This is an optimization exercise on Yosys and OpenROAD, whose aim is small area, a short achievable clock period and few clock cycles per item, not a production implementation. The RTL was checked by simulation tests, not by an equivalence proof against the original design. Power figures rest on the tool's default switching activity, not on a simulated workload.

### flow/run.sh
#!/bin/bash
# synth_recipe.tcl (not shown) runs the flow's synth.tcl, then flattens the netlist and writes it again
# the make line also repeats each setting of config.mk as NAME=value (left out here)
make -C /OpenROAD-flow-scripts/flow DESIGN_CONFIG=/design/flow/config.mk WORK_HOME=/design/flow/orfs CLKGATE_MAP_FILE= SYNTH_SCRIPT=/design/flow/synth_recipe.tcl finish
### flow/config.mk
export PLATFORM = sky130hd
export DESIGN_NAME = fpc_enc
export DESIGN_NICKNAME = fpc_enc
export VERILOG_FILES = /design/flow/design.v
export SDC_FILE = /design/flow/constraint.sdc
export NUM_CORES = 4
export LEC_CHECK = 0
export CAP_MARGIN = 20
export CORE_MARGIN = 2
export CORE_UTILIZATION = 40
export SLEW_MARGIN = 20
### flow/constraint.sdc
create_clock -name core_clock -period 12.0 [get_ports {clk}]
set_input_delay 2.4000 -clock core_clock [delete_from_list [all_inputs] [get_ports {clk}]]
set_output_delay 2.4000 -clock core_clock [all_outputs]
set_load 0.01 [all_outputs]
### flow/design.v
module fpc_pred (
    input  wire        clk,
    input  wire        clear,        
    input  wire [1:0]  clear_lsz,    
    input  wire        obs,          
    input  wire [63:0] a,
    output wire [63:0] pred_f,       
    output wire [63:0] td,           
    output wire [63:0] last          
);
    reg [63:0] tf [0:15];
    reg [63:0] tdt [0:15];
    reg [15:0] vf, vd;
    reg [3:0]  ctx_f, ctx_d;
    reg [63:0] last_r;
    reg [1:0]  lsz;
    wire [3:0] mask = {lsz == 2'd3, lsz >= 2'd2, lsz != 2'd0, 1'b1};
    assign pred_f = vf[ctx_f] ? tf[ctx_f] : 64'd0;
    assign td     = vd[ctx_d] ? tdt[ctx_d] : 64'd0;
    assign last   = last_r;
    wire [63:0] delta = a - last_r;
    integer i;
    always @(posedge clk) begin
        for (i = 0; i < 16; i = i + 1) begin
            if (obs && ctx_f == i) tf[i]  <= a;
            if (obs && ctx_d == i) tdt[i] <= delta;
        end
        if (clear) begin
            vf     <= 16'd0;
            vd     <= 16'd0;
            ctx_f  <= 4'd0;
            ctx_d  <= 4'd0;
            last_r <= 64'd0;
            lsz    <= clear_lsz;
        end else if (obs) begin
            vf[ctx_f] <= 1'b1;
            vd[ctx_d] <= 1'b1;
            ctx_f     <= a[51:48] & mask;
            ctx_d     <= {ctx_d[1:0] ^ delta[43:42], delta[41:40]} & mask;
            last_r    <= a;
        end
    end
endmodule
module fpc_half (
    input  wire [63:0] res_f,
    input  wire [63:0] res_d,
    output wire        sel,       
    output reg  [2:0]  code,
    output wire [63:0] resid
);
    function [3:0] lzb;
        input [63:0] r;
        begin
            if      (r[63:56] != 0) lzb = 4'd0;
            else if (r[55:48] != 0) lzb = 4'd1;
            else if (r[47:40] != 0) lzb = 4'd2;
            else if (r[39:32] != 0) lzb = 4'd3;
            else if (r[31:24] != 0) lzb = 4'd4;
            else if (r[23:16] != 0) lzb = 4'd5;
            else if (r[15:8]  != 0) lzb = 4'd6;
            else if (r[7:0]   != 0) lzb = 4'd7;
            else                    lzb = 4'd8;
        end
    endfunction
    wire [3:0] z_f = lzb(res_f);
    wire [3:0] z_d = lzb(res_d);
    assign sel   = (z_d > z_f);
    assign resid = sel ? res_d : res_f;
    wire [3:0] z = sel ? z_d : z_f;
    always @(*) begin
        case (z)
            4'd0:    code = 3'd0;
            4'd1:    code = 3'd1;
            4'd2:    code = 3'd2;
            4'd3:    code = 3'd3;
            4'd4:    code = 3'd3;
            4'd5:    code = 3'd4;
            4'd6:    code = 3'd5;
            4'd7:    code = 3'd6;
            default: code = 3'd7;
        endcase
    end
endmodule
module fpc_enc (
    input  wire        clk,
    input  wire        rst,
    input  wire        cfg_valid,
    output wire        cfg_ready,
    input  wire [1:0]  cfg_lsz,       
    input  wire        in_valid,
    output wire        in_ready,
    input  wire [63:0] in_data,
    input  wire        in_last,
    output wire        out_valid,
    input  wire        out_ready,
    output wire [63:0] out_data,
    output wire [3:0]  out_nbytes,
    output wire        out_last
);
    localparam [1:0] K_V1 = 2'd0,     
                     K_V2 = 2'd1,     
                     K_PAD = 2'd2;    
    function [3:0] nb_of;             
        input [2:0] c;
        case (c)
            3'd0: nb_of = 4'd8; 3'd1: nb_of = 4'd7; 3'd2: nb_of = 4'd6;
            3'd3: nb_of = 4'd5; 3'd4: nb_of = 4'd3; 3'd5: nb_of = 4'd2;
            3'd6: nb_of = 4'd1; default: nb_of = 4'd0;
        endcase
    endfunction
    reg adv;
    assign in_ready  = adv;
    assign cfg_ready = adv;
    reg        first;                 
    reg        vA, cA, lastA;
    reg [1:0]  kA, lszA;
    reg [63:0] aA;
    always @(posedge clk) begin
        if (rst) begin
            vA    <= 1'b0;
            cA    <= 1'b0;
            first <= 1'b1;
        end else if (adv) begin
            vA    <= in_valid;
            cA    <= cfg_valid;
            if (in_valid) first <= !first || in_last;
        end
        if (adv) begin
            aA    <= in_data;
            lastA <= in_last;
            kA    <= !first ? K_V2 : in_last ? K_PAD : K_V1;
            lszA  <= cfg_lsz;
        end
    end
    wire [63:0] pred_f, td, last;
    fpc_pred u_pred (
        .clk       (clk),
        .clear     (rst || (adv && cA)),
        .clear_lsz (rst ? 2'd3 : lszA),
        .obs       (adv && vA),
        .a         (aA),
        .pred_f    (pred_f),
        .td        (td),
        .last      (last)
    );
    reg        vB, lastB;
    reg [1:0]  kB;
    reg [63:0] rfB, pdB, aB;
    always @(posedge clk) begin
        if (rst)      vB <= 1'b0;
        else if (adv) vB <= vA;
        if (adv) begin
            kB    <= kA;
            lastB <= lastA;
            rfB   <= pred_f ^ aA;
            pdB   <= last + td;
            aB    <= aA;
        end
    end
    wire        h_sel;
    wire [2:0]  h_code;
    wire [63:0] h_res;
    fpc_half u_half (
        .res_f  (rfB),
        .res_d  (pdB ^ aB),
        .sel    (h_sel),
        .code   (h_code),
        .resid  (h_res)
    );
    reg        v1, last1, s1;
    reg [1:0]  k1;
    reg [2:0]  c1;
    reg [63:0] r1;
    reg        v0, last0, s0;
    reg [1:0]  k0;
    reg [2:0]  c0;
    reg [63:0] r0;
    wire [3:0] n1 = nb_of(c1);
    wire [3:0] n0 = nb_of(c0);
    wire       q0_can = v0 && (k0 != K_V1 || v1);
    wire       emit   = adv && q0_can;
    reg  [3:0] clen;
    reg        cend;
    always @(*) begin
        case (k0)
            K_V1:    begin clen = n0 + 4'd1; cend = last1 && (n1 == 4'd0); end
            K_V2:    begin clen = n0;        cend = last0 && (n0 != 4'd0); end
            default: begin clen = n0 + 4'd2; cend = 1'b1; end
        endcase
    end
    wire [7:0]  hdr  = {s0, c0, (k0 == K_PAD) ? 4'b0111 : {s1, c1}};
    wire [79:0] cdat = (k0 == K_V2) ? {16'd0, r0} : {8'd0, r0, hdr};
    wire q0_load = adv && (emit || !v0);
    always @(posedge clk) begin
        if (rst) begin
            v1 <= 1'b0;
            v0 <= 1'b0;
        end else begin
            if (adv)     v1 <= vB;
            if (q0_load) v0 <= v1;
        end
        if (adv) begin
            k1    <= kB;
            last1 <= lastB;
            s1    <= h_sel;
            c1    <= h_code;
            r1    <= h_res;
        end
        if (q0_load) begin
            k0    <= k1;
            last0 <= last1;
            s0    <= s1;
            c0    <= c1;
            r0    <= r1;
        end
    end
    reg [63:0] row [0:2];
    reg [2:0]  rlast;
    reg [3:0]  rnb [0:2];
    reg [1:0]  w;                     
    reg [2:0]  p;                     
    assign out_valid  = (w != 2'd0);
    assign out_data   = row[0];
    assign out_nbytes = rnb[0];
    assign out_last   = rlast[0];
    wire       pop = out_valid && out_ready;
    wire [1:0] w1  = w - {1'b0, pop};
    wire [143:0] win = {64'd0, cdat} << {p, 3'b000};
    wire [4:0]   pos = {w1, p} + {1'b0, clen};
    wire [4:0]   fin = pos - 5'd1;            
    reg [1:0]  w_n;
    reg [2:0]  p_n;
    always @(*) begin
        if (emit && cend) begin
            w_n = fin[4:3] + 2'd1;
            p_n = 3'd0;
        end else if (emit) begin
            w_n = pos[4:3];
            p_n = pos[2:0];
        end else begin
            w_n = w1;
            p_n = p;
        end
    end
    integer k, j;
    reg [63:0] rs;
    reg        ls;
    reg [3:0]  ns;
    always @(posedge clk) begin
        for (k = 0; k < 3; k = k + 1) begin
            rs = (pop && k < 2) ? row[k+1]   : row[k];
            ls = (pop && k < 2) ? rlast[k+1] : rlast[k];
            ns = (pop && k < 2) ? rnb[k+1]   : rnb[k];
            if (emit && k == w1) begin
                for (j = 0; j < 8; j = j + 1)
                    if (j >= p) rs[8*j +: 8] = win[8*j +: 8];
            end else if (emit && k == w1 + 1) begin
                rs = win[64 +: 64];
            end else if (emit && k == w1 + 2) begin
                rs = win[128 +: 16];
            end
            if (emit && k >= w1) begin
                ls = cend && (k == fin[4:3]);
                ns = (cend && k == fin[4:3]) ? {1'b0, fin[2:0]} + 4'd1 : 4'd8;
            end
            row[k]   <= rs;
            rlast[k] <= ls;
            rnb[k]   <= ns;
        end
        if (rst) begin
            w <= 2'd0;
            p <= 3'd0;
        end else begin
            w <= w_n;
            p <= p_n;
        end
    end
    wire       q0n_v = q0_load ? v1    : v0;
    wire [1:0] q0n_k = q0_load ? k1    : k0;
    wire [3:0] q0n_n = q0_load ? n1    : n0;
    wire       q1n_v = adv     ? vB    : v1;
    reg  [3:0] len_n;
    always @(*) begin
        if (!q0n_v)                len_n = 4'd0;
        else if (q0n_k == K_V1)    len_n = q1n_v ? q0n_n + 4'd1 : 4'd0;
        else if (q0n_k == K_V2)    len_n = q0n_n;
        else                       len_n = q0n_n + 4'd2;
    end
    wire [5:0] room = {1'b0, w_n, p_n} + {2'd0, len_n};
    always @(posedge clk) begin
        if (rst) adv <= 1'b1;
        else     adv <= (room <= 6'd24);
    end
endmodule
==> results of run 1 <==
## cell usage after synthesis (174+ instances only)
cell / instances / area share [%]
o21ai_0: 237 / 1.0
mux2i_1: 257 / 2.3
edfxtp_1: 2549 / 68
clkbuf_1: 330 / 1.1
a21oi_1: 476 / 2.1
a22oi_1: 657 / 4.4
nand4_1: 179 / 0.99
o22ai_1: 196 / 1.1
nor2_1: 416 / 1.4
nand2_1: 570 / 1.9
nand3_1: 174 / 0.77
dfxtp_1: 229 / 4.1
## critical path, stage by stage (launching register included)
cell and delay [ps]:
dfxtp_1 490, inv_1 230, ha_1 490, o21ai_0 260, nand2_2 570, buf_4 490
buf_4 550, nor2_1 80, a311oi_1 700, ha_1 430, a21o_1 210, o21bai_1 180
a2111oi_0 430, o21bai_1 160, nor3_2 510, a211o_1 280, nand2_1 120, a211o_1 320
a21oi_1 180, xnor2_1 80
## area by class of cell
class | count | area share [%]
Multi-Input combinational cell | 4492 | 23.3
Inverter | 142 | 0.415
Antenna cell | 4 | 0.00776
Tap cell | 3743 | 3.63
Sequential cell | 2778 | 62.9
Clock inverter | 141 | 1.10
Timing Repair Buffer | 349 | 2.35
Clock buffer | 386 | 6.26
## metal layers
metal  GRT usage [%]  routed length (um)  vias to the layer above
met5               0                   0                        -
met4            7.59               11600                        0
met3            3.86               32800                      553
met2            38.7              167000                     3979
met1            33.2              144000                    36993
li1                -                   -                    31285
## through the flow
step / setup WS (ps) / area (um2) / std cells / power (W)
after floorplan: 150 / 113000 / 7869 / 0.0131
after global placement: 4510 / 119000 / 11503 / 0.0142
after detailed placement: 4650 / 119000 / 11503 / 0.0143
after CTS: 5020 / 129000 / 12030 / 0.0233
after global routing: 4610 / 129000 / 12032 / 0.0239
final: 4920 / 129000 / 12035 / 0.0232
## power by group through the flow
stage	registers [W]	clock network (W)	logic, W
2_1_floorplan	0.0116	0	0.00144
3_3_place_gp	0.0117	0	0.00253
3_5_place_dp	0.0117	0	0.00257
4_1_cts	0.0115	0.00917	0.00258
5_1_grt	0.0116	0.00954	0.00281
6_report	0.0115	0.00909	0.00261
## sequential cells by signal (all words and copies together), names as in the netlist, 4 cells and up
register,count
r1,64
u_pred.tdt,1024
u_pred.tf,1024
row,192
u_pred.last_r,64
aA,64
u_pred.ctx_d,4
aB,64
pdB,64
u_pred.vf,16
r0,64
u_pred.vd,16
rnb,12
rfB,64
## logic make-up after synthesis
| logic type | count (synthesis) | synth area share, % |
|---|---|---|
| simple gates | 1585 | 6.38 |
| flops | 2778 | 71.8 |
| xor+xnor | 270 | 2.09 |
| mux | 275 | 2.54 |
| compound gates | 2200 | 13.3 |
| fa+ha+maj | 162 | 1.82 |
| buf+inv | 599 | 2.02 |
## worst paths after layout
check,from,slack (ps),cells past startpoint,to
hold reg to reg,kA[0],410,0,kB[0]
setup reg to reg,u_pred.ctx_d[0],4920,19,pdB[61]
setup / recovery,u_pred.ctx_d[0],4920,19,pdB[61]
hold / removal,kA[0],410,0,kB[0]
==> impl_metrics.tcl, run 1 <==
set metrics [dict create \
    status "complete, no violations" \
    grt_setup_unrepaired "no" \
    regArea_um2 81100 \
    slew_violations 0 \
    drtIter0Drc 10074 \
    first_pass_iters 5 \
    skew_ps 60.8 \
    p_int_w 0.0174 \
    numCtsBuffers 298 \
    arrival_ps 7680 \
    ant_nets 0 \
    synth.distinct_cells 87 \
    min_period_ps 7080 \
    max_slew_margin_pct 18.3 \
    cts_tree "yes" \
    p_clk_share_pct 39.1 \
    finalCritPeriodShare_pct 59.0 \
    fmax_ghz 0.141 \
    initial_core_util_pct 40.1 \
    grt_pass1_wl_um 502000 \
    gp_congestion 0.916 \
    fin_nets 8295 \
    layout_commonest_cell "edfxtp_1" \
    routedWlPerCell_um 29.5 \
    required_ps 12600 \
    core_area_um2 282000 \
    clkLatencyLatePin_ps 890 \
    drive_gt1_share_pct 9.51 \
    cts_buffer_depth 4 \
    p_leak_nw 43.3 \
    hold_viol 0 \
    final_cell_mix "edfxtp_1 (2549), a22oi_1 (657), nand2_1 (566)" \
    cts_num_sinks 2778 \
    gr-usage-all-layers_pct 24.0 \
    wl_um 355000 \
    avgViaCountPerCell 6.05 \
    seq_area_frac_synth_pct 71.8 \
    yosysWarnings 8 \
    grt_overflow 0 \
    synth_cells 7869 \
    grt_start_max_net_pins 157 \
    clkTransAtPathRegs_ps 60 \
    dp_hpwl_um 210000 \
    postCtsSetupRepairBufs 0 \
    worst-setup-path-type "reg -> reg" \
    fillCellCount 24495 \
    async_reset_ff_share_pct 0 \
    synthesis.nets 8103 \
    ctsResizeCount 0 \
    netlist_area_um2 113000 \
    cts_hold_buf 0 \
    via_count 72810 \
    seq_power_share_pct 49.6 \
    switchingPower_w 0.00580 \
    multi_input_area_um2 30100 \
    die_w_um 535 \
    p_comb_share_pct 11.3 \
    peakVddDrop_mv 0.112 \
    hp-class "reg -> reg" \
    area_growth_pct 14.2 \
    crit_fanout 25 \
    postSynthAreaPerCell_um2 14.4 \
    endpoint_kind "flop" \
    hold_ws_ps 408 \
    port-buffer-count 143 \
    postLayoutCoreUtil_pct 45.8 \
    fp.dieH_um 535 \
    drc 0 \
    first_global_vias 69685 \
    powerDensity_nw_per_um2 180 \
    antenna_found_initial 10 \
    cts_max_level 5 \
    setup_violations 0 \
    clock_tree.root_cell "clkbuf_16" \
    cp-start-kind "flop" \
    io_pins 144 \
    synthFlopType "edfxtp_1" \
    ys_ff_latch 2778 \
    die_area_um2 287000 \
    swShare_pct 25.0 \
    fin_setup_tns_ps 0 \
    synth_edf_count 2549 \
    num_rows 195 \
    cap_violations 0 \
    tightest_slew_ps 1190 \
]
Testbench counts, summed over its fixed seeds: cycles 18,314, values 18,000.
==> inputs of run 2 (changes only) <==
--- a/flow/design.v
+++ b/flow/design.v
@@ -4,40 +4,60 @@
     input  wire [1:0]  clear_lsz,    
     input  wire        obs,          
     input  wire [63:0] a,
-    output wire [63:0] pred_f,       
-    output wire [63:0] td,           
+    output reg  [63:0] pred_f,       
+    output reg  [63:0] td,           
     output wire [63:0] last          
 );
     reg [63:0] tf [0:15];
     reg [63:0] tdt [0:15];
-    reg [15:0] vf, vd;
-    reg [3:0]  ctx_f, ctx_d;
+    reg [15:0] vf, vd;                
+    reg [15:0] of, od;                
+    reg [15:0] hf, hd;                
+    reg [3:0]  ctx_d;
     reg [63:0] last_r;
     reg [1:0]  lsz;
     wire [3:0] mask = {lsz == 2'd3, lsz >= 2'd2, lsz != 2'd0, 1'b1};
-    assign pred_f = vf[ctx_f] ? tf[ctx_f] : 64'd0;
-    assign td     = vd[ctx_d] ? tdt[ctx_d] : 64'd0;
-    assign last   = last_r;
-    wire [63:0] delta = a - last_r;
     integer i;
+    always @(*) begin
+        pred_f = 64'd0;
+        td     = 64'd0;
+        for (i = 0; i < 16; i = i + 1) begin
+            pred_f = pred_f | (tf[i]  & {64{hf[i]}});
+            td     = td     | (tdt[i] & {64{hd[i]}});
+        end
+    end
+    assign last = last_r;
+    wire [63:0] delta = a - last_r;
+    wire [3:0]  cf_n  = a[51:48] & mask;
+    wire [3:0]  cd_n  = {ctx_d[1:0] ^ delta[43:42], delta[41:40]} & mask;
+    wire [15:0] of_n  = 16'd1 << cf_n;
+    wire [15:0] od_n  = 16'd1 << cd_n;
+    wire [15:0] vf_n  = vf | of;
+    wire [15:0] vd_n  = vd | od;
     always @(posedge clk) begin
         for (i = 0; i < 16; i = i + 1) begin
-            if (obs && ctx_f == i) tf[i]  <= a;
-            if (obs && ctx_d == i) tdt[i] <= delta;
+            if (obs && of[i]) tf[i]  <= a;
+            if (obs && od[i]) tdt[i] <= delta;
         end
         if (clear) begin
             vf     <= 16'd0;
             vd     <= 16'd0;
-            ctx_f  <= 4'd0;
+            of     <= 16'd1;
+            od     <= 16'd1;
+            hf     <= 16'd0;
+            hd     <= 16'd0;
             ctx_d  <= 4'd0;
             last_r <= 64'd0;
             lsz    <= clear_lsz;
         end else if (obs) begin
-            vf[ctx_f] <= 1'b1;
-            vd[ctx_d] <= 1'b1;
-            ctx_f     <= a[51:48] & mask;
-            ctx_d     <= {ctx_d[1:0] ^ delta[43:42], delta[41:40]} & mask;
-            last_r    <= a;
+            vf     <= vf_n;
+            vd     <= vd_n;
+            of     <= of_n;
+            od     <= od_n;
+            hf     <= of_n & vf_n;
+            hd     <= od_n & vd_n;
+            ctx_d  <= cd_n;
+            last_r <= a;
         end
     end
 endmodule
@@ -145,7 +165,7 @@
     );
     reg        vB, lastB;
     reg [1:0]  kB;
-    reg [63:0] rfB, pdB, aB;
+    reg [63:0] rfB, pdB;
     always @(posedge clk) begin
         if (rst)      vB <= 1'b0;
         else if (adv) vB <= vA;
@@ -154,7 +174,6 @@
             lastB <= lastA;
             rfB   <= pred_f ^ aA;
             pdB   <= last + td;
-            aB    <= aA;
         end
     end
     wire        h_sel;
@@ -162,7 +181,7 @@
     wire [63:0] h_res;
     fpc_half u_half (
         .res_f  (rfB),
-        .res_d  (pdB ^ aB),
+        .res_d  (pdB ^ last),      
         .sel    (h_sel),
         .code   (h_code),
         .resid  (h_res)
==> flow/flow/run.sh (new file) <==
#!/bin/bash
set -euo pipefail
MARGIN=8
sed -E "s/SETUP_SLACK_MARGIN=[-0-9.]+/SETUP_SLACK_MARGIN=${MARGIN}/" standard.sh > standard_margin.sh
grep -q "SETUP_SLACK_MARGIN=${MARGIN} " standard_margin.sh
bash standard_margin.sh > make_flow.log 2>&1
==> flow/standard.sh (new file) <==
#!/bin/bash
# synth_recipe.tcl (not shown) runs the flow's synth.tcl, then flattens the netlist and writes it again
# the make line also repeats each setting of config.mk as NAME=value (left out here)
make -C /OpenROAD-flow-scripts/flow DESIGN_CONFIG=/design/flow/config.mk WORK_HOME=/design/flow/orfs CLKGATE_MAP_FILE= SYNTH_SCRIPT=/design/flow/synth_recipe.tcl "${@:-finish}"
--- a/flow/config.mk
+++ b/flow/config.mk
@@ -8,4 +8,5 @@
 export CAP_MARGIN = 20
 export CORE_MARGIN = 2
 export CORE_UTILIZATION = 40
+export SETUP_SLACK_MARGIN = 5
 export SLEW_MARGIN = 20
removed: flow/run.sh
==> impl_metrics.tcl, run 2 <==
set metrics [dict create \
    grt_setup_unrepaired "yes" \
    dp_slack_ps 4590 \
    synthesis.nets 7739 \
    via_count 73247 \
    startpoint "u_pred.hd[2]" \
    core_area_um2 277000 \
    antenna_found_initial 8 \
    status "complete, no violations" \
    finalCritPeriodShare_pct 37.8 \
    met1_usage_pct 33.9 \
    die_w_um 532 \
    powerDensity_nw_per_um2 181 \
    synth.distinct_cells 91 \
    synth_cells 7514 \
    skew_ps 114 \
    layout_commonest_cell "edfxtp_1" \
    port-buffer-count 143 \
    synth_most_common_cell "edfxtp_1" \
    hold_ws_ps 414 \
    cap_violations 0 \
    fmax_ghz 0.220 \
    synth_area_leaders "edfxtp_1 (67%), dfxtp_1 (5.2%), a22o_1 (4.2%)" \
    cts_num_sinks 2773 \
    area_growth_pct 19.6 \
    rrSetupSlack_ps 7460 \
    numCtsBuffers 307 \
    tightest_slew_ps 1180 \
    cts_tree "yes" \
    max_slew_margin_pct 21.3 \
    hold_path.startpoint "r1[10]" \
    yosysTopAreaCell "edfxtp_1" \
    setup_slack_ps 7460 \
    seq_area_frac_synth_pct 72.0 \
    die_area_um2 283000 \
    hp-class "reg -> reg" \
    worst-setup-path-type "reg -> reg" \
    fp.dieH_um 532 \
    clkTransAtPathRegs_ps 60 \
    synthTopCellsByCount "edfxtp_1 (2485), nand2_1 (605), a22o_1 (531)" \
    hold_viol 0 \
    crit_fanout 9 \
    fin_total_pwr_w 0.0241 \
    async_reset_ff_share_pct 0 \
    top_regs "u_pred.tdt x1024, u_pred.tf x1024, row x192" \
    cts_buffer_depth 4 \
    fillCellCount 23462 \
    synthFlopType "edfxtp_1" \
    cts_hold_buf 0 \
    arrival_ps 5150 \
    num_rows 193 \
    required_ps 12620 \
    synth_edf_count 2485 \
    drtIter0Drc 9783 \
    gr-usage-met3_pct 4.64 \
    yosysWarnings 8 \
    use_met2_pct 40.1 \
    postSynthAreaPerCell_um2 14.9 \
    cts_max_level 5 \
    grt_pass1_wl_um 515000 \
    wl_um 369000 \
    grt_overflow 0 \
    endpoint_kind "flop" \
    grt_busiest_layer "met2" \
    min_period_ps 4540 \
    ant_nets 0 \
    drive_gt1_share_pct 17.0 \
    setup_violations 0 \
    initial_core_util_pct 40.3 \
    peakVddDrop_mv 0.114 \
    dp_hpwl_um 199000 \
    drc 0 \
    clkLatencyLatePin_ps 960 \
    avgViaCountPerCell 6.14 \
    first_pass_iters 8 \
    r2r_start "u_pred.hd[2]" \
    ys_ff_latch 2773 \
    fin_setup_tns_ps 0 \
    gp_congestion 0.900 \
    final_cell_mix "edfxtp_1 (2485), nand2_1 (581), a22o_1 (531)" \
    p_leak_nw 45.5 \
    gr-usage-all-layers_pct 25.0 \
    netlist_area_um2 112000 \
    place_inst 11102 \
    io_pins 144 \
    fin_nets 8225 \
    slew_violations 0 \
    fin_cells 11932 \
    clock_tree.root_cell "clkbuf_16" \
    first_global_vias 69712 \
    routedWlPerCell_um 30.9 \
    synth_top_area_share_pct 66.8 \
    cp-start-kind "flop" \
    grt_start_max_net_pins 90 \
]
run 2: report_power, final:
part	leakage (nW)	internal [W]	switching, W
Sequential	25.5	0.0113	0.000413
Combinational	15.4	0.00115	0.00227
Clock	4.58	0.00518	0.00378
run 2: path summary, 6_finish.rpt:
kind,endpoint,depth (start not counted)
max reg2reg,pdB[60],18
min,r0[10],0
min reg2reg,r0[10],0
max,pdB[60],18
run 2: per-layer routing:
| metal | share of wire (%) | vias up | wire length, um |
|---|---|---|---|
| met5 | 0 | - | 0 |
| met4 | 4.0 | 0 | 14900 |
| met3 | 9.7 | 687 | 35900 |
| met2 | 47 | 4176 | 172000 |
| met1 | 40 | 37356 | 146000 |
| li1 | - | 31028 | - |
run 2: cell families after synthesis:
family / Yosys count / share of synthesized area, %
buffers and inverters: 566 / 1.96
adder cells (fa/ha/maj): 153 / 1.74
XOR/XNOR: 262 / 2.06
AND/OR/NAND/NOR: 1390 / 5.68
flip-flops: 2773 / 72.0
multiplexers: 264 / 2.39
AO/OA/AOI/OAI: 2106 / 14.2
run 2: critical path, cell delays in order, from the launching register on:
cell and delay, ps:
dfxtp_4 370, buf_12 170, buf_4 150, a22o_1 210, a221oi_2 170, nand4_1 520
ha_4 500, and4_4 220, and3_4 210, nand3_2 90, o31ai_4 190, buf_6 160
o31ai_4 70, buf_4 170, o32ai_4 290, a31oi_4 170, o21ai_4 240, a311oi_2 140
xnor2_1 150
run 2: what timing repair did:
| item | 4_1_cts | 5_1_grt |
|---|---|---|
| pin swaps | 108 | 137 |
| gates resized for setup | 500 | 181 |
| cloned | 27 | 3 |
| setup buffers | 192 | 71 |
| endpoints found under the setup margin | 1136 | 463 |
run 2: final cells by class:
class	count	area, um2	area share, %
antenna	5	12.5	0.00937
clock buffer	389	8230	6.16
clock inverter	142	1140	0.856
inverter	134	546	0.409
multi-input combinational	4180	32000	24.0
sequential	2773	80500	60.3
tap	3705	4640	3.47
timing repair buffer	600	6410	4.80
timing repair inverter	4	31.3	0.0234
run 2: through the flow:
| stage | area [um2] | util, % |
|---|---|---|
| floorplan | 112000 | - |
| global placement | 118000 | 42.6 |
| detailed placement | 118000 | 42.6 |
| CTS | 132000 | 47.6 |
| global route | 134000 | 48.2 |
| finish | 134000 | 48.2 |
Testbench counts of run 2, summed over its fixed seeds: cycles 18,314, values 18,000.
==> inputs of run 3 (changes only) <==
--- a/flow/config.mk
+++ b/flow/config.mk
@@ -7,6 +7,9 @@
 export LEC_CHECK = 0
 export CAP_MARGIN = 20
 export CORE_MARGIN = 2
-export CORE_UTILIZATION = 40
+export CORE_UTILIZATION = 55
+export CTS_BUF_LIST = sky130_fd_sc_hd__clkbuf_16
+export CTS_CLUSTER_DIAMETER = 60
+export CTS_CLUSTER_SIZE = 24
 export SETUP_SLACK_MARGIN = 5
 export SLEW_MARGIN = 20
==> impl_metrics.tcl, run 3 <==
set metrics [dict create \
    synth_cells 7514 \
    met1_length_um 148000 \
    synth.distinct_cells 91 \
    required_ps 12610 \
    wl_met3_um 33200 \
    gr-usage-all-layers_pct 35.8 \
    status "complete, no violations" \
    synthTopCellsByCount "edfxtp_1 (2485), nand2_1 (605), a22o_1 (531)" \
    setup_violations 0 \
    ant_nets 0 \
    io_pins 144 \
    yosysTopAreaCell "edfxtp_1" \
    top_regs "u_pred.tdt x1024, u_pred.tf x1024, row x192" \
    cts_num_sinks 2773 \
    synth_top_area_share_pct 66.8 \
    synth_most_common_cell "edfxtp_1" \
    ys_ff_latch 2773 \
    worst-setup-path-type "reg -> reg" \
    grt_setup_unrepaired "yes" \
    gp_congestion 0.952 \
    first_pass_iters 9 \
    layout_commonest_cell "edfxtp_1" \
    wl_um 377000 \
    num_rows 165 \
    routedWlPerCell_um 35.1 \
    grt_pass1_wl_um 522000 \
    dp_hpwl_um 206000 \
    async_reset_ff_share_pct 0 \
    fin_setup_tns_ps 0 \
    slew_violations 0 \
    synth_area_leaders "edfxtp_1 (67%), dfxtp_1 (5.2%), a22o_1 (4.2%)" \
    drc 0 \
    wl_met2_um 178000 \
    numCtsBuffers 180 \
    final_cell_mix "edfxtp_1 (2485), nand2_1 (584), a22o_1 (531)" \
    crit_fanout 13 \
    port-buffer-count 143 \
    fp.dieH_um 455 \
    hp-class "reg -> reg" \
    die_area_um2 207000 \
    avgViaCountPerCell 6.83 \
    area_growth_pct 16.4 \
    clkTransAtPathRegs_ps 100 \
    synthesis.nets 7739 \
    peakVddDrop_mv 0.145 \
    core_area_um2 202000 \
    fin_total_pwr_w 0.0222 \
    fin_nets 8152 \
    min_period_ps 4550 \
    top_layer "met5" \
    hold_viol 0 \
    skew_ps 53.3 \
    synth_edf_count 2485 \
    die_w_um 455 \
    tightest_slew_ps 1180 \
    cp-start-kind "flop" \
    cap_violations 0 \
    yosysWarnings 8 \
    cts_buffer_depth 3 \
    initial_core_util_pct 55.3 \
    grt_overflow 0 \
    fmax_ghz 0.220 \
    seq_area_frac_synth_pct 72.0 \
    antenna_found_initial 8 \
    netlist_area_um2 112000 \
    postSynthAreaPerCell_um2 14.9 \
    cts_max_level 4 \
    powerDensity_nw_per_um2 171 \
    first_global_vias 68466 \
    cts_tree "yes" \
    via_count 73423 \
    finalCritPeriodShare_pct 37.9 \
    drtIter0Drc 9916 \
    arrival_ps 5160 \
    clkLatencyLatePin_ps 890 \
    endpoint_kind "flop" \
    max_slew_margin_pct 21.0 \
    drive_gt1_share_pct 16.9 \
    clock_tree.root_cell "clkbuf_16" \
    grt_start_max_net_pins 127 \
    synthFlopType "edfxtp_1" \
    p_leak_nw 44.4 \
]
[run 3: changes by cell type in the layout (fill, tap and decap cells not counted), moves of 15 or more]
cell / delta
clkbuf_1: -66
a221oi_1: +17
inv_8: +21
o21ai_0: -16
a221oi_2: -19
clkdlybuf4s15_1: -19
inv_6: +25
clkinv_2: -39
dlygate4sd2_1: +28
o21ai_2: +15
clkbuf_16: -127
buf_6: +25
clkinv_1: -48
inv_1: +16
[run 3: metal layers]
| layer | GRT usage (%) | up-vias |
|---|---|---|
| li1 | - | 30833 |
| met1 | 49.4 | 37864 |
| met2 | 57.6 | 4041 |
| met3 | 5.08 | 683 |
| met4 | 14.4 | 2 |
| met5 | 0 | - |
[run 3: cell families after synthesis]
kind of cell             after synthesis  share of synthesized area [%]
multiplexers                         264                           2.39
adder cells (fa/ha/maj)              153                           1.74
AO/OA/AOI/OAI                       2106                           14.2
flip-flops                          2773                           72.0
buffers and inverters                566                           1.96
AND/OR/NAND/NOR                     1390                           5.68
XOR/XNOR                             262                           2.06
[run 3: final cells by class]
| type | instances | area (um2) |
|---|---|---|
| Timing Repair inverter | 3 | 28.8 |
| Clock buffer | 186 | 4650 |
| Timing Repair Buffer | 652 | 6970 |
| Clock inverter | 147 | 1690 |
| Inverter | 134 | 548 |
| Sequential cell | 2773 | 80500 |
| Antenna cell | 2 | 5.00 |
| Tap cell | 2672 | 3340 |
| Fill cell | 14674 | 71900 |
| Multi-Input combinational cell | 4183 | 32200 |
[run 3: critical path, cell delays in order, from the launching register on]
cell	delay, ps
dfxtp_4	390
buf_12	170
buf_4	160
a22o_1	210
a221oi_2	160
nand4_1	530
ha_4	510
and4_4	230
and3_4	240
o2111ai_2	180
o31ai_4	100
buf_6	160
o31ai_4	100
o32ai_4	350
a31oi_4	170
o21ai_4	270
buf_6	140
a21oi_2	40
xnor2_1	120
[run 3: report_power, final]
| group | total [W] | internal [W] | leakage, nW | switching, W |
|---|---|---|---|---|
| registers | 0.0117 | 0.0113 | 25.5 | 0.000418 |
| clock network | 0.00686 | 0.00324 | 3.14 | 0.00362 |
| logic | 0.00358 | 0.00121 | 15.8 | 0.00237 |
| total | 0.0222 | 0.0158 | 44.4 | 0.00641 |
[run 3: metrics by stage]
stage	setup slack (ps)	std cells	hold WS (ps)	util [%]	area, um2
2_1_floorplan	6420	7514	400	-	112000
3_3_place_gp	5090	10072	401	57.8	117000
3_5_place_dp	5050	10073	405	57.8	117000
4_1_cts	7540	10661	423	63.5	128000
5_1_grt	7410	10751	431	64.4	130000
6_report	7450	10752	424	64.4	130000
[run 3: timing repair]
action | 4_1_cts | 5_1_grt
pin swaps | 141 | 107
setup endpoints to repair | 1683 | 1059
buffers inserted | 225 | 84
gates resized for setup | 540 | 188
hold buffers | 0 | 0
gates cloned | 30 | 5
[run 3: path summary, 6_finish.rpt]
| path | from | to | slack (ps) | cells past startpoint |
|---|---|---|---|---|
| worst max-delay path | u_pred.hd[11] | pdB[54] | 7450 | 18 |
| worst min-delay path | r1[6] | r0[6] | 420 | 0 |
| worst max register to register | u_pred.hd[11] | pdB[54] | 7450 | 18 |
| worst min register to register | r1[6] | r0[6] | 420 | 0 |
==> inputs of run 4 (changes only) <==
--- a/flow/design.v
+++ b/flow/design.v
@@ -11,12 +11,14 @@
     reg [63:0] tf [0:15];
     reg [63:0] tdt [0:15];
     reg [15:0] vf, vd;                
-    reg [15:0] of, od;                
-    reg [15:0] hf, hd;                
-    reg [3:0]  ctx_d;
+    reg [3:0]  ctx_f, ctx_d;
+    reg [15:0] hd;                    
     reg [63:0] last_r;
     reg [1:0]  lsz;
     wire [3:0] mask = {lsz == 2'd3, lsz >= 2'd2, lsz != 2'd0, 1'b1};
+    wire [15:0] of = 16'd1 << ctx_f;
+    wire [15:0] od = 16'd1 << ctx_d;
+    wire [15:0] hf = of & vf;
     integer i;
     always @(*) begin
         pred_f = 64'd0;
@@ -30,9 +32,7 @@
     wire [63:0] delta = a - last_r;
     wire [3:0]  cf_n  = a[51:48] & mask;
     wire [3:0]  cd_n  = {ctx_d[1:0] ^ delta[43:42], delta[41:40]} & mask;
-    wire [15:0] of_n  = 16'd1 << cf_n;
     wire [15:0] od_n  = 16'd1 << cd_n;
-    wire [15:0] vf_n  = vf | of;
     wire [15:0] vd_n  = vd | od;
     always @(posedge clk) begin
         for (i = 0; i < 16; i = i + 1) begin
@@ -42,20 +42,16 @@
         if (clear) begin
             vf     <= 16'd0;
             vd     <= 16'd0;
-            of     <= 16'd1;
-            od     <= 16'd1;
-            hf     <= 16'd0;
             hd     <= 16'd0;
+            ctx_f  <= 4'd0;
             ctx_d  <= 4'd0;
             last_r <= 64'd0;
             lsz    <= clear_lsz;
         end else if (obs) begin
-            vf     <= vf_n;
+            vf     <= vf | of;
             vd     <= vd_n;
-            of     <= of_n;
-            od     <= od_n;
-            hf     <= of_n & vf_n;
             hd     <= od_n & vd_n;
+            ctx_f  <= cf_n;
             ctx_d  <= cd_n;
             last_r <= a;
         end
==> impl_metrics.tcl, run 4 <==
set metrics [dict create \
    status "complete, no violations" \
    regArea_um2 79600 \
    drive_gt1_share_pct 16.7 \
    ant_nets 0 \
    cts_max_level 4 \
    die_area_um2 204000 \
    io_pins 144 \
    final_cell_mix "edfxtp_1 (2485), nand2_1 (589), a22o_1 (516)" \
    cts_hold_buf 0 \
    clkLatencyLatePin_ps 910 \
    met1_usage_pct 48.7 \
    whs_path_depth 0 \
    fin_setup_tns_ps 0 \
    hp-class "reg -> reg" \
    grt_setup_unrepaired "yes" \
    seq_area_frac_synth_pct 72.2 \
    initial_core_util_pct 55.2 \
    fillCellCount 14510 \
    holdPathEnd "r0[33]" \
    netlist_area_um2 110000 \
    finalInstanceArea_um2 128000 \
    peakVddDrop_mv 0.167 \
    multi_input_area_um2 32000 \
    clock_tree.root_cell "clkbuf_16" \
    gr-usage-met3_pct 6.07 \
    finalCritPeriodShare_pct 38.3 \
    synth_most_common_cell "edfxtp_1" \
    synth_top_area_share_pct 67.7 \
    antenna_found_initial 10 \
    r2r_start "u_pred.hd[2]" \
    endpoint_kind "flop" \
    max_slew_margin_pct 19.6 \
    worstRegToRegCells 14 \
    hold_path.startpoint "r1[33]" \
    synth_area_leaders "edfxtp_1 (68%), dfxtp_1 (4.5%), a221oi_1 (4.2%)" \
    fin_nets 8006 \
    grt_overflow 0 \
    crit_slowest_cell "nand4_1" \
    clkTransAtPathRegs_ps 100 \
    worstReg2RegEnd "pdB[55]" \
    area_growth_pct 16.1 \
    port-buffer-count 143 \
    gr-usage-all-layers_pct 34.8 \
    use_met2_pct 55.9 \
    cp-start-kind "flop" \
    synth_cells 7403 \
    routedWlPerCell_um 34.3 \
    yosysWarnings 8 \
    slowest_delay_ps 780 \
    skew_ps 64.7 \
    slew_violations 0 \
    avgViaCountPerCell 6.77 \
    synthesis.nets 7628 \
    grt_pass1_wl_um 505000 \
    worst-setup-path-type "reg -> reg" \
    synthTopCellsByCount "edfxtp_1 (2485), nand2_1 (614), a221oi_1 (526)" \
    yosysTopAreaCell "edfxtp_1" \
    grt_start_max_net_pins 110 \
    cts_tree "yes" \
    ys_ff_latch 2730 \
    first_pass_iters 6 \
    numCtsBuffers 175 \
    synth.distinct_cells 84 \
    p_leak_nw 43.6 \
    hold_viol 0 \
    required_ps 12590 \
    drc 0 \
    num_rows 164 \
    setup_violations 0 \
    layout_commonest_cell "edfxtp_1" \
    grt_busiest_layer "met2" \
    via_count 71602 \
    synth_edf_count 2485 \
    tightest_slew_ps 1200 \
    fp.dieH_um 452 \
    rrSetupSlack_ps 7400 \
    path_cells "buf_12 -> a22o_1 -> a221oi_2 -> nand4_1 -> ha_4 -> nand4_1 -> nor2_1 -> and4_1 -> a2111oi_4 -> buf_4 -> o31ai_4 -> a211o_1 -> buf_4 -> xor2_1" \
    cap_violations 0 \
    top_regs "u_pred.tdt x1024, u_pred.tf x1024, row x192" \
    arrival_ps 5190 \
    cts_num_sinks 2730 \
    gp_congestion 0.951 \
    crit_fanout 8 \
    core_area_um2 199000 \
    async_reset_ff_share_pct 0 \
    cts_buffer_depth 3 \
    powerDensity_nw_per_um2 168 \
    drtIter0Drc 9638 \
    min_period_ps 4600 \
    postSynthAreaPerCell_um2 14.9 \
    fmax_ghz 0.217 \
    die_w_um 452 \
    wl_um 363000 \
    placed_area_um2 116000 \
    synthFlopType "edfxtp_1" \
    first_global_vias 67297 \
    dp_hpwl_um 207000 \
    startpoint "u_pred.hd[2]" \
]
-- run 4: cell types whose count changed in the layout (fill, tap and decap cells not counted), sizes merged, moves of 13 or more --
cell   change
inv       -21
and3      -20
dfxtp     -43
a21oi     -13
a22oi     +17
a31oi     -20
nor2      -22
o22ai     -18
a22o      -14
buf       -14
a21o      -37
-- run 4: how the worst max path moves through the flow --
stage	endpoint	slack, ps	cells past startpoint
floorplan	adv	6790	20
global placement	row[0][33]	5210	9
global route	pdB[59]	7350	18
detailed placement	row[0][29]	5150	12
CTS	pdB[59]	7540	17
finish	pdB[55]	7400	14
-- run 4: layout make-up --
cell class,count,area share (%)
timing repair inverter,3,0.0205
timing repair buffer,630,4.97
multi-input combinational,4112,25.0
antenna,8,0.0156
clock buffer,178,3.48
clock inverter,137,1.33
tap,2656,2.60
inverter,129,0.405
sequential,2730,62.2
-- run 4: metal layers --
metal | share of wire (%) | up-vias
met5 | 0.015 | -
met4 | 3.7 | 6
met3 | 9.5 | 628
met2 | 47 | 3873
met1 | 40 | 36770
li1 | - | 30325
-- run 4: critical path, delay by kind of cell (launching register included) --
family | cells | cell delay [ps]
XOR/XNOR | 1 | 130
flip-flops | 1 | 450
buffers and inverters | 3 | 520
adder cells (fa/ha/maj) | 1 | 580
AO/OA/AOI/OAI | 5 | 1240
AND/OR/NAND/NOR | 4 | 1340
-- run 4: metrics by stage --
stage	hold slack, ps	std cells	utilization, %	power [W]	setup slack, ps
6_report	409	10583	64.2	0.0214	7400
5_1_grt	408	10576	64.2	0.0221	7350
4_1_cts	408	10467	63.1	0.0213	7540
3_5_place_dp	405	9970	58.0	0.0146	5150
3_3_place_gp	401	9968	58.0	0.0145	5210
2_1_floorplan	400	7403	-	0.0132	6790
-- run 4: cells by family (layout without fill, tap and decap cells) --
group,after synthesis,count (layout),synth area share (%)
fa+ha+maj,153,153,1.76
xor+xnor,267,267,2.13
compound gates,2042,2044,13.9
simple gates,1379,1381,5.70
other cells,0,8,0
flops,2730,2730,72.2
buf+inv,565,1077,1.95
mux,267,267,2.44
-- run 4: power breakdown --
part           internal, W  switching [W]
registers           0.0111       0.000367
clock network      0.00307        0.00356
logic              0.00112        0.00219
-- run 4: repair_timing --
item	4_1_cts	5_1_grt
setup endpoints to repair	1106	589
setup buffers	164	100
cloned	18	5
gates resized for setup	517	221
hold endpoints to repair	0	0
pin swaps	117	111
Testbench counts of run 4, summed over its fixed seeds: cycles 18,314, values 18,000.
==> inputs of run 5 (changes only) <==
--- a/flow/config.mk
+++ b/flow/config.mk
@@ -7,7 +7,7 @@
 export LEC_CHECK = 0
 export CAP_MARGIN = 20
 export CORE_MARGIN = 2
-export CORE_UTILIZATION = 55
+export CORE_UTILIZATION = 70
 export CTS_BUF_LIST = sky130_fd_sc_hd__clkbuf_16
 export CTS_CLUSTER_DIAMETER = 60
 export CTS_CLUSTER_SIZE = 24
==> impl_metrics.tcl, run 5 <==
set metrics [dict create \
    status "complete, no violations" \
    cts_num_sinks 2730 \
    initial_core_util_pct 70.5 \
    fmax_ghz 0.215 \
    min_period_ps 4640 \
    slew_violations 0 \
    clock_tree.root_cell "clkbuf_16" \
    path_cells "buf_16 -> a22o_1 -> a221oi_2 -> nand4_1 -> ha_4 -> a21oi_2 -> o21ai_4 -> a211oi_2 -> o22ai_2 -> a211oi_4 -> buf_6 -> o21ai_4 -> buf_6 -> a311oi_4 -> o21bai_1 -> a21boi_1 -> xnor2_1" \
    synth_most_common_cell "edfxtp_1" \
    yosysWarnings 8 \
    synth_edf_count 2485 \
    arrival_ps 5240 \
    setup_violations 0 \
    port-buffer-count 143 \
    routedWlPerCell_um 36.6 \
    peakVddDrop_mv 0.176 \
    die_w_um 401 \
    finalCritPeriodShare_pct 38.7 \
    cts_buffer_depth 3 \
    max_slew_margin_pct 8.05 \
    drc 0 \
    seq_area_frac_synth_pct 72.2 \
    worst-setup-path-type "reg -> reg" \
    cts_hold_buf 0 \
    ant_nets 0 \
    io_pins 144 \
    postSynthAreaPerCell_um2 14.9 \
    antenna_found_initial 21 \
    endpoint_kind "flop" \
    slowest_delay_ps 690 \
    cap_violations 0 \
    clkTransAtPathRegs_ps 90 \
    fin_nets 7986 \
    first_pass_iters 7 \
    synthFlopType "edfxtp_1" \
    crit_slowest_cell "nand4_1" \
    clkLatencyLatePin_ps 870 \
    synth.distinct_cells 84 \
    synthTopCellsByCount "edfxtp_1 (2485), nand2_1 (614), a221oi_1 (526)" \
    synthesis.nets 7628 \
    crit_fanout 8 \
    via_count 75827 \
    gp_congestion 1.00 \
    tightest_slew_ps 1380 \
    synth_top_area_share_pct 67.7 \
    gr-usage-all-layers_pct 43.5 \
    hp-class "reg -> reg" \
    core_area_um2 156000 \
    die_area_um2 161000 \
    grt_setup_unrepaired "yes" \
    top_regs "u_pred.tdt x1024, u_pred.tf x1024, row x192" \
    powerDensity_nw_per_um2 166 \
    layout_commonest_cell "edfxtp_1" \
    area_growth_pct 15.0 \
    num_rows 145 \
    skew_ps 56.0 \
    final_cell_mix "edfxtp_1 (2485), nand2_1 (586), a22o_1 (516)" \
    netlist_area_um2 110000 \
    fin_setup_tns_ps 0 \
    grt_pass1_wl_um 500000 \
    cp-start-kind "flop" \
    cts_max_level 4 \
    synth_cells 7403 \
    drtIter0Drc 13513 \
    required_ps 12590 \
    avgViaCountPerCell 7.63 \
    dp_hpwl_um 196000 \
    p_leak_nw 43.4 \
    fp.dieH_um 401 \
    async_reset_ff_share_pct 0 \
    cts_tree "yes" \
    hold_viol 0 \
    grt_start_max_net_pins 133 \
    postLayoutCoreUtil_pct 81.1 \
    synth_area_leaders "edfxtp_1 (68%), dfxtp_1 (4.5%), a221oi_1 (4.2%)" \
    numCtsBuffers 162 \
    wl_um 364000 \
    ys_ff_latch 2730 \
    yosysTopAreaCell "edfxtp_1" \
    grt_overflow 0 \
    drive_gt1_share_pct 16.2 \
    first_global_vias 71534 \
]
run 5: cell counts after synthesis:
Identical to the previous run, type by type.
run 5: layout make-up:
| cell class | count | area, um2 |
|---|---|---|
| clock buffers | 167 | 4180 |
| inverters | 129 | 522 |
| multi-input cells | 4113 | 31900 |
| fillers | 7924 | 29500 |
| well taps | 2058 | 2570 |
| repair buffers | 622 | 6510 |
| repair inverters | 3 | 26.3 |
| flip-flops and latches | 2730 | 79600 |
| clock inverters | 115 | 1310 |
| diodes | 4 | 10.0 |
run 5: path summary, 6_finish.rpt:
check / startpoint / endpoint / slack (ps) / cells after the start
worst max register to register: u_pred.hd[11] / pdB[58] / 7360 / 17
worst max-delay path: u_pred.hd[11] / pdB[58] / 7360 / 17
worst min-delay path: lastA / lastB / 410 / 0
worst min register to register: lastA / lastB / 410 / 0
run 5: stage by stage:
stage | total power (W) | instances | setup slack (ps) | cell area [um2] | hold slack (ps)
after floorplan | 0.0132 | 7403 | 6790 | 111000 | 400
after global placement | 0.0144 | 9341 | 5440 | 115000 | 402
after global routing | 0.0214 | 9937 | 7320 | 127000 | 413
after detailed placement | 0.0144 | 9345 | 5350 | 115000 | 405
after CTS | 0.0206 | 9831 | 7680 | 125000 | 420
final | 0.0210 | 9941 | 7360 | 127000 | 411
run 5: worst max-delay path: cells and delay by family, from the launching register on:
family	cells	cell delay (ps)
adders and majority gates	1	550
AOI/OAI and AO/OA	11	2130
DFF	1	430
buffers and inverters	3	490
and+or+nand+nor	1	690
xor gates and xnor gates	1	90
run 5: power by group:
group / leakage [nW] / total, W / internal (W) / switching [W]
clock network: 2.75 / 0.00624 / 0.00291 / 0.00333
registers: 25.2 / 0.0115 / 0.0111 / 0.000396
logic: 15.5 / 0.00324 / 0.00108 / 0.00216
run 5: kinds of logic after synthesis:
logic type      synth area share (%)
mux                             2.44
simple gates                    5.70
buf+inv                         1.95
xor+xnor                        2.13
compound gates                  13.9
flops                           72.2
fa+ha+maj                       1.76
run 5: layer usage:
metal,wire (um),vias to the layer above,track usage (%)
met2,165000,7133,67.2
met3,52700,1447,10.8
met5,243,-,0
li1,-,30218,-
met1,119000,37009,56.6
met4,27300,20,25.8
run 5: what timing repair did:
item / 4_1_cts / 5_1_grt
gates resized for setup: 509 / 225
gates cloned: 26 / 5
endpoints found under the setup margin: 1200 / 721
setup buffers: 178 / 100
pin swaps: 113 / 105
hold endpoints to repair: 0 / 0
==> inputs of run 6 (changes only) <==
--- a/flow/design.v
+++ b/flow/design.v
@@ -11,14 +11,12 @@
     reg [63:0] tf [0:15];
     reg [63:0] tdt [0:15];
     reg [15:0] vf, vd;                
-    reg [3:0]  ctx_f, ctx_d;
-    reg [15:0] hd;                    
+    reg [15:0] of, od;                
+    reg [15:0] hf, hd;                
+    reg [3:0]  ctx_d;
     reg [63:0] last_r;
     reg [1:0]  lsz;
     wire [3:0] mask = {lsz == 2'd3, lsz >= 2'd2, lsz != 2'd0, 1'b1};
-    wire [15:0] of = 16'd1 << ctx_f;
-    wire [15:0] od = 16'd1 << ctx_d;
-    wire [15:0] hf = of & vf;
     integer i;
     always @(*) begin
         pred_f = 64'd0;
@@ -32,7 +30,9 @@
     wire [63:0] delta = a - last_r;
     wire [3:0]  cf_n  = a[51:48] & mask;
     wire [3:0]  cd_n  = {ctx_d[1:0] ^ delta[43:42], delta[41:40]} & mask;
+    wire [15:0] of_n  = 16'd1 << cf_n;
     wire [15:0] od_n  = 16'd1 << cd_n;
+    wire [15:0] vf_n  = vf | of;
     wire [15:0] vd_n  = vd | od;
     always @(posedge clk) begin
         for (i = 0; i < 16; i = i + 1) begin
@@ -42,16 +42,20 @@
         if (clear) begin
             vf     <= 16'd0;
             vd     <= 16'd0;
+            of     <= 16'd1;
+            od     <= 16'd1;
+            hf     <= 16'd0;
             hd     <= 16'd0;
-            ctx_f  <= 4'd0;
             ctx_d  <= 4'd0;
             last_r <= 64'd0;
             lsz    <= clear_lsz;
         end else if (obs) begin
-            vf     <= vf | of;
+            vf     <= vf_n;
             vd     <= vd_n;
+            of     <= of_n;
+            od     <= od_n;
+            hf     <= of_n & vf_n;
             hd     <= od_n & vd_n;
-            ctx_f  <= cf_n;
             ctx_d  <= cd_n;
             last_r <= a;
         end
@@ -124,6 +128,26 @@
             3'd6: nb_of = 4'd1; default: nb_of = 4'd0;
         endcase
     endfunction
+    function [63:0] add64;
+        input [63:0] x, y;
+        reg   [63:0] g, p, gn, pn;
+        integer lv, b;
+        begin
+            g = x & y;
+            p = x ^ y;
+            for (lv = 1; lv < 64; lv = lv * 2) begin
+                gn = g;
+                pn = p;
+                for (b = lv; b < 64; b = b + 1) begin
+                    gn[b] = g[b] | (p[b] & g[b-lv]);
+                    pn[b] = p[b] & p[b-lv];
+                end
+                g = gn;
+                p = pn;
+            end
+            add64 = (x ^ y) ^ {g[62:0], 1'b0};
+        end
+    endfunction
     reg adv;
     assign in_ready  = adv;
     assign cfg_ready = adv;
@@ -169,7 +193,7 @@
             kB    <= kA;
             lastB <= lastA;
             rfB   <= pred_f ^ aA;
-            pdB   <= last + td;
+            pdB   <= add64(last, td);
         end
     end
     wire        h_sel;
@@ -301,9 +325,23 @@
         else if (q0n_k == K_V2)    len_n = q0n_n;
         else                       len_n = q0n_n + 4'd2;
     end
-    wire [5:0] room = {1'b0, w_n, p_n} + {2'd0, len_n};
+    function [4:0] fill_after;
+        input [1:0] wx;               
+        reg   [4:0] ps, fs;
+        begin
+            ps = {wx, p} + {1'b0, clen};
+            fs = ps - 5'd1;
+            if (emit && cend) fill_after = {fs[4:3] + 2'd1, 3'd0};
+            else if (emit)    fill_after = ps;
+            else              fill_after = {wx, p};
+        end
+    endfunction
+    wire [5:0] room_keep = {1'b0, fill_after(w)}        + {2'd0, len_n};
+    wire [5:0] room_pop  = {1'b0, fill_after(w - 2'd1)} + {2'd0, len_n};
+    wire       adv_keep  = (room_keep <= 6'd24);
+    wire       adv_pop   = (room_pop  <= 6'd24);
     always @(posedge clk) begin
         if (rst) adv <= 1'b1;
-        else     adv <= (room <= 6'd24);
+        else     adv <= pop ? adv_pop : adv_keep;
     end
 endmodule
==> flow/config.mk (replaced) <==
export PLATFORM = sky130hd
export DESIGN_NAME = fpc_enc
export DESIGN_NICKNAME = fpc_enc
export VERILOG_FILES = /design/flow/design.v
export SDC_FILE = /design/flow/constraint.sdc
export NUM_CORES = 4
export LEC_CHECK = 0
export CAP_MARGIN = 20
export CORE_MARGIN = 2
export CORE_UTILIZATION = 40
export SETUP_SLACK_MARGIN = 5
export SLEW_MARGIN = 20
==> impl_metrics.tcl, run 6 <==
set metrics [dict create \
    endpoint_kind "flop" \
    fin_cells 11957 \
    ys_ff_latch 2773 \
    worst-setup-path-type "reg -> reg" \
    grt_start_max_net_pins 90 \
    synth_most_common_cell "edfxtp_1" \
    antenna_found_initial 22 \
    final_cell_mix "edfxtp_1 (2485), nand2_1 (595), a22o_1 (519)" \
    fin_setup_tns_ps 0 \
    routedWlPerCell_um 30.7 \
    hold_ws_ps 407 \
    max_slew_margin_pct 22.8 \
    via_count 73243 \
    min_period_ps 4590 \
    dp_slack_ps 5670 \
    holdPathEnd "r0[52]" \
    area_growth_pct 19.9 \
    synthTopCellsByCount "edfxtp_1 (2485), nand2_1 (615), a221oi_1 (527)" \
    status "complete, no violations" \
    setup_slack_ps 7410 \
    drtIter0Drc 9767 \
    avgViaCountPerCell 6.13 \
    dp_hpwl_um 201000 \
    fillCellCount 23449 \
    synth_edf_count 2485 \
    grt_setup_unrepaired "yes" \
    gr-usage-all-layers_pct 24.9 \
    initial_core_util_pct 40.3 \
    postLayoutCoreUtil_pct 48.3 \
    first_pass_iters 19 \
    postSynthAreaPerCell_um2 14.8 \
    top_regs "u_pred.tdt x1024, u_pred.tf x1024, row x192" \
    cp-start-kind "flop" \
    die_area_um2 283000 \
    p_leak_nw 45.4 \
    ant_nets 0 \
    layout_commonest_cell "edfxtp_1" \
    async_reset_ff_share_pct 0 \
    fp.dieH_um 532 \
    die_w_um 532 \
    yosysWarnings 8 \
    synthFlopType "edfxtp_1" \
    hp-class "reg -> reg" \
    clkLatencyLatePin_ps 950 \
    fin_nets 8256 \
    clkTransAtPathRegs_ps 60 \
    cts_tree "yes" \
    hold_path.startpoint "r1[52]" \
    synthesis.nets 7736 \
    crit_fanout 31 \
    wl_um 367000 \
    r2r_start "u_pred.hd[9]" \
    slew_violations 0 \
    place_inst 11077 \
    worstReg2RegEnd "pdB[56]" \
    grt_overflow 0 \
    tightest_slew_ps 1160 \
    setup_violations 0 \
    cap_violations 0 \
    whs_path_depth 0 \
    peakVddDrop_mv 0.146 \
    cts_max_level 5 \
    grt_pass1_wl_um 515000 \
    powerDensity_nw_per_um2 210 \
    fmax_ghz 0.218 \
    clock_tree.root_cell "clkbuf_16" \
    cts_buffer_depth 4 \
    synth.distinct_cells 88 \
    startpoint "u_pred.hd[9]" \
    port-buffer-count 143 \
    cts_num_sinks 2773 \
    hold_viol 0 \
    synth_cells 7507 \
    core_area_um2 277000 \
    drc 0 \
    skew_ps 95.0 \
    first_global_vias 70342 \
    rrSetupSlack_ps 7410 \
    io_pins 144 \
    gp_congestion 0.924 \
    drive_gt1_share_pct 17.6 \
    num_rows 193 \
    arrival_ps 5220 \
    required_ps 12640 \
    seq_area_frac_synth_pct 72.1 \
    worstRegToRegCells 17 \
    synth_top_area_share_pct 66.9 \
    netlist_area_um2 111000 \
    yosysTopAreaCell "edfxtp_1" \
    finalCritPeriodShare_pct 38.2 \
    numCtsBuffers 305 \
    synth_area_leaders "edfxtp_1 (67%), dfxtp_1 (5.2%), a221oi_1 (4.1%)" \
]
[run 6: how the worst max path moves through the flow]
stage / end / slack (ps) / cells after the start
2_1_floorplan: rnb[1][2] / 6790 / 19
6_report: pdB[56] / 7410 / 17
5_1_grt: pdB[60] / 7390 / 18
4_1_cts: pdB[60] / 7590 / 16
3_3_place_gp: row[0][20] / 5830 / 12
3_5_place_dp: row[2][33] / 5670 / 11
[run 6: critical path, stage by stage (launching register included)]
cell,delay (ps)
dfxtp_4,380
buf_12,200
a22o_1,230
a221oi_2,170
nand4_1,490
ha_4,500
nor2b_4,170
o2111ai_4,140
a31oi_4,180
a21bo_4,180
a31oi_4,120
o21a_4,260
o32a_1,440
buf_4,170
o31a_1,250
o21bai_1,190
a21oi_2,80
xnor2_1,120
[run 6: routing by layer]
metal | track usage (%) | vias up | part of all wire [%]
met4 | 10.1 | 8 | 4.6
li1 | - | 31005 | -
met2 | 39.3 | 4057 | 46
met5 | 0 | - | 0.015
met1 | 34.4 | 37435 | 41
met3 | 4.10 | 738 | 9.0
[run 6: report_power, final]
group / total (W) / switching [W] / leakage (nW) / internal [W]
registers: 0.0128 / 0.000628 / 25.5 / 0.0122
clock network: 0.00891 / 0.00374 / 4.55 / 0.00516
logic: 0.00641 / 0.00423 / 15.3 / 0.00218
total: 0.0281 / 0.00860 / 45.4 / 0.0195
[run 6: logic make-up (layout without fill, tap and decap cells)]
family | count (synthesis) | after routing | share of synthesized area, %
flops | 2773 | 2773 | 72.1
compound gates | 2075 | 2077 | 13.8
fa+ha+maj | 157 | 157 | 1.79
xor+xnor | 273 | 273 | 2.15
buf+inv | 573 | 1305 | 2.07
mux | 268 | 268 | 2.42
other cells | 0 | 4 | 0
simple gates | 1388 | 1395 | 5.62
[run 6: area by class of cell]
type / count / area [um2] / share of cell area (%)
repair buffers: 644 / 6560 / 4.91
clock buffers: 386 / 8110 / 6.07
repair inverters: 1 / 8.76 / 0.00655
flip-flops and latches: 2773 / 80500 / 60.3
multi-input cells: 4170 / 32100 / 24.0
well taps: 3705 / 4640 / 3.47
inverters: 132 / 542 / 0.405
diodes: 4 / 10.0 / 0.00749
clock inverters: 142 / 1210 / 0.902
[run 6: timing repair]
action | in CTS | in global routing
endpoints found under the setup margin | 1866 | 802
pin swaps | 132 | 134
buffers inserted | 244 | 80
cloned | 17 | 7
hold buffers | 0 | 0
resized for setup | 611 | 220
[run 6: per-stage QoR]
stage | cell area [um2] | power, W
floorplan | 112000 | 0.0158
global placement | 118000 | 0.0180
detailed placement | 118000 | 0.0181
CTS | 132000 | 0.0276
global route | 134000 | 0.0289
finish | 134000 | 0.0281
Testbench counts of run 6, summed over its fixed seeds: cycles 18,314, values 18,000.
==> inputs of run 7 (changes only) <==
--- a/flow/design.v
+++ b/flow/design.v
@@ -101,6 +101,29 @@
         endcase
     end
 endmodule
+module fpc_add64 (
+    input  wire [63:0] x,
+    input  wire [63:0] y,
+    output wire [63:0] s
+);
+    reg [63:0] g, p, gn, pn;
+    integer lv, b;
+    always @(*) begin
+        g = x & y;
+        p = x ^ y;
+        for (lv = 1; lv < 64; lv = lv * 2) begin
+            gn = g;
+            pn = p;
+            for (b = lv; b < 64; b = b + 1) begin
+                gn[b] = g[b] | (p[b] & g[b-lv]);
+                pn[b] = p[b] & p[b-lv];
+            end
+            g = gn;
+            p = pn;
+        end
+    end
+    assign s = (x ^ y) ^ {g[62:0], 1'b0};
+endmodule
 module fpc_enc (
     input  wire        clk,
     input  wire        rst,
@@ -128,26 +151,6 @@
             3'd6: nb_of = 4'd1; default: nb_of = 4'd0;
         endcase
     endfunction
-    function [63:0] add64;
-        input [63:0] x, y;
-        reg   [63:0] g, p, gn, pn;
-        integer lv, b;
-        begin
-            g = x & y;
-            p = x ^ y;
-            for (lv = 1; lv < 64; lv = lv * 2) begin
-                gn = g;
-                pn = p;
-                for (b = lv; b < 64; b = b + 1) begin
-                    gn[b] = g[b] | (p[b] & g[b-lv]);
-                    pn[b] = p[b] & p[b-lv];
-                end
-                g = gn;
-                p = pn;
-            end
-            add64 = (x ^ y) ^ {g[62:0], 1'b0};
-        end
-    endfunction
     reg adv;
     assign in_ready  = adv;
     assign cfg_ready = adv;
@@ -186,6 +189,8 @@
     reg        vB, lastB;
     reg [1:0]  kB;
     reg [63:0] rfB, pdB;
+    wire [63:0] pred_d;
+    fpc_add64 u_add (.x(last), .y(td), .s(pred_d));
     always @(posedge clk) begin
         if (rst)      vB <= 1'b0;
         else if (adv) vB <= vA;
@@ -193,7 +198,7 @@
             kB    <= kA;
             lastB <= lastA;
             rfB   <= pred_f ^ aA;
-            pdB   <= add64(last, td);
+            pdB   <= pred_d;
         end
     end
     wire        h_sel;
--- a/flow/config.mk
+++ b/flow/config.mk
@@ -7,6 +7,8 @@
 export LEC_CHECK = 0
 export CAP_MARGIN = 20
 export CORE_MARGIN = 2
-export CORE_UTILIZATION = 40
+export CORE_UTILIZATION = 55
 export SETUP_SLACK_MARGIN = 5
 export SLEW_MARGIN = 20
+export SYNTH_HIERARCHICAL = 1
+export SYNTH_MINIMUM_KEEP_SIZE = 0
==> impl_metrics.tcl, run 7 <==
set metrics [dict create \
    powerDensity_nw_per_um2 203 \
    slew_violations 0 \
    fmax_ghz 0.224 \
    antenna_found_initial 15 \
    routedWlPerCell_um 34.7 \
    cts_buffer_depth 4 \
    cp-start-kind "flop" \
    worst-setup-path-type "reg -> reg" \
    synth_top_area_share_pct 66.2 \
    cts_max_level 5 \
    area_growth_pct 18.9 \
    synth.distinct_cells 110 \
    placed_area_um2 118000 \
    die_area_um2 209000 \
    grt_start_max_net_pins 121 \
    gp_congestion 0.933 \
    switchingPower_w 0.00822 \
    synth_area_leaders "edfxtp_1 (66%), dfxtp_1 (5.1%), a221oi_1 (4.2%)" \
    synth_most_common_cell "edfxtp_1" \
    postLayoutCoreUtil_pct 65.7 \
    fin_nets 8247 \
    synth_edf_count 2485 \
    cts_tree "yes" \
    skew_ps 76.7 \
    fin_setup_tns_ps 0 \
    hold_viol 0 \
    hp-class "reg -> reg" \
    ant_nets 0 \
    postSynthAreaPerCell_um2 15.0 \
    endpoint_kind "flop" \
    fin_total_pwr_w 0.0273 \
    async_reset_ff_share_pct 0 \
    p_clk_share_pct 32.2 \
    cts_hold_buf 0 \
    num_rows 166 \
    worstRegToRegCells 17 \
    peakVddDrop_mv 0.152 \
    ys_ff_latch 2773 \
    avgViaCountPerCell 6.82 \
    numCtsBuffers 301 \
    netlist_area_um2 113000 \
    cap_violations 0 \
    finalInstanceArea_um2 134000 \
    clkLatencyLatePin_ps 940 \
    setup_violations 0 \
    status "complete, no violations" \
    grt_setup_unrepaired "yes" \
    drc 0 \
    io_pins 144 \
    arrival_ps 5130 \
    dp_hpwl_um 213000 \
    crit_fanout 6 \
    wl_um 379000 \
    whs_path_depth 0 \
    synth_cells 7518 \
    tightest_slew_ps 1150 \
    finalCritPeriodShare_pct 37.2 \
    gr-usage-all-layers_pct 35.4 \
    core_area_um2 204000 \
    p_comb_share_pct 22.4 \
    p_leak_nw 46.4 \
    synthTopCellsByCount "edfxtp_1 (2485), a221oi_1 (540), a22o_1 (522)" \
    top_regs "u_pred.tdt x1024, u_pred.tf x1024, row x192" \
    grt_pass1_wl_um 528000 \
    place_inst 10086 \
    seq_power_share_pct 45.4 \
    required_ps 12660 \
    drtIter0Drc 9842 \
    cts_num_sinks 2773 \
    clkTransAtPathRegs_ps 60 \
    p_int_w 0.0191 \
    yosysTopAreaCell "edfxtp_1" \
    initial_core_util_pct 55.2 \
    grt_overflow 0 \
    seq_area_frac_synth_pct 71.3 \
    fp.dieH_um 457 \
    drive_gt1_share_pct 19.7 \
    clock_tree.root_cell "clkbuf_16" \
    via_count 74441 \
    yosysWarnings 15 \
    first_pass_iters 6 \
    die_w_um 457 \
    min_period_ps 4470 \
    synthFlopType "edfxtp_1" \
    port-buffer-count 143 \
    first_global_vias 70914 \
    synthesis.nets 7747 \
    fin_cells 10922 \
    max_slew_margin_pct 22.8 \
    swShare_pct 30.1 \
    final_cell_mix "edfxtp_1 (2485), a22o_1 (522), a221oi_1 (487)" \
    layout_commonest_cell "edfxtp_1" \
]
==> run 7: cell count changes after synthesis, moves of 27 or more <==
| cell | before | now |
|---|---|---|
| xnor2_1 | 165 | 81 |
| and3_1 | 40 | 13 |
| xor2_1 | 107 | 185 |
| nand2_1 | 615 | 501 |
| mux2_2 | 12 | 89 |
| and2_1 | 13 | 52 |
| o21ai_0 | 292 | 220 |
| o21a_1 | 28 | 67 |
| a21oi_1 | 314 | 269 |
==> run 7: power groups by stage <==
stage	clock [W]	sequential (W)	combinational, W
after floorplan	0	0.0124	0.00300
after global placement	0	0.0126	0.00505
after detailed placement	0	0.0126	0.00511
after CTS	0.00884	0.0124	0.00572
after global routing	0.00923	0.0124	0.00635
final	0.00879	0.0124	0.00610
==> run 7: path summary, 6_finish.rpt <==
kind                                   start      end  slack, ps
worst min register to register        r1[12]   r0[12]        400
worst max register to register  u_pred.hd[7]  pdB[50]       7530
worst min-delay path                  r1[12]   r0[12]        400
worst max-delay path            u_pred.hd[7]  pdB[50]       7530
==> run 7: metal layers <==
metal / track usage, % / routed length (um)
met1: 48.9 / 150000
met2: 55.9 / 176000
met3: 6.02 / 33800
met4: 14.8 / 18000
met5: 0 / 64
==> run 7: cell type report <==
type	instances	area, um2
Antenna cell	3	7.51
Clock buffer	391	8180
Clock inverter	125	997
Fill cell	14446	70100
Inverter	141	591
Multi-Input combinational cell	4171	33900
Sequential cell	2773	80500
Tap cell	2688	3360
Timing Repair Buffer	628	6440
Timing Repair inverter	2	32.5
==> run 7: kinds of logic (layout without fill, tap and decap cells) <==
family,after synthesis,count (layout),synth area share [%]
flops,2773,2773,71.3
compound gates,2085,2090,14.1
simple gates,1294,1297,5.40
buf+inv,582,1287,2.02
mux,360,360,3.31
xor+xnor,267,267,2.08
fa+ha+maj,157,157,1.77
other cells,0,3,0
==> run 7: stage by stage <==
| stage | worst slack (ps) | hold WS [ps] |
|---|---|---|
| after floorplan | 6730 | 400 |
| after global placement | 4830 | 402 |
| after detailed placement | 4770 | 405 |
| after CTS | 7610 | 400 |
| after global routing | 7440 | 402 |
| final | 7530 | 400 |
==> run 7: Yosys stat by module (local to each module, per instance) <==
module     flip-flops and latches  cells  cell area [um2]
fpc_add64                       0    541             3640
fpc_half                        0    184             1540
fpc_enc                       561   2140            25500
fpc_pred                     2212   4653            82100
==> run 7: critical path, cell delays in order, from the launching register on <==
cell	delay, ps
dfxtp_4	360
buf_12	150
buf_16	160
a22o_1	200
a221oi_1	240
nand4_1	380
ha_4	410
nand4_1	190
nor4_4	330
o21ai_2	130
a2111o_1	470
a211oi_4	320
nor2_2	100
o221a_4	270
buf_4	140
buf_6	110
o21ai_2	130
xor2_1	90
==> run 7: timing repair <==
item | in CTS | in global routing
gates cloned | 23 | 2
resized for setup | 614 | 200
buffers inserted | 220 | 68
endpoints found under the setup margin | 1103 | 526
pin swaps | 207 | 118
Testbench counts of run 7, summed over its fixed seeds: cycles 18,314, values 18,000.
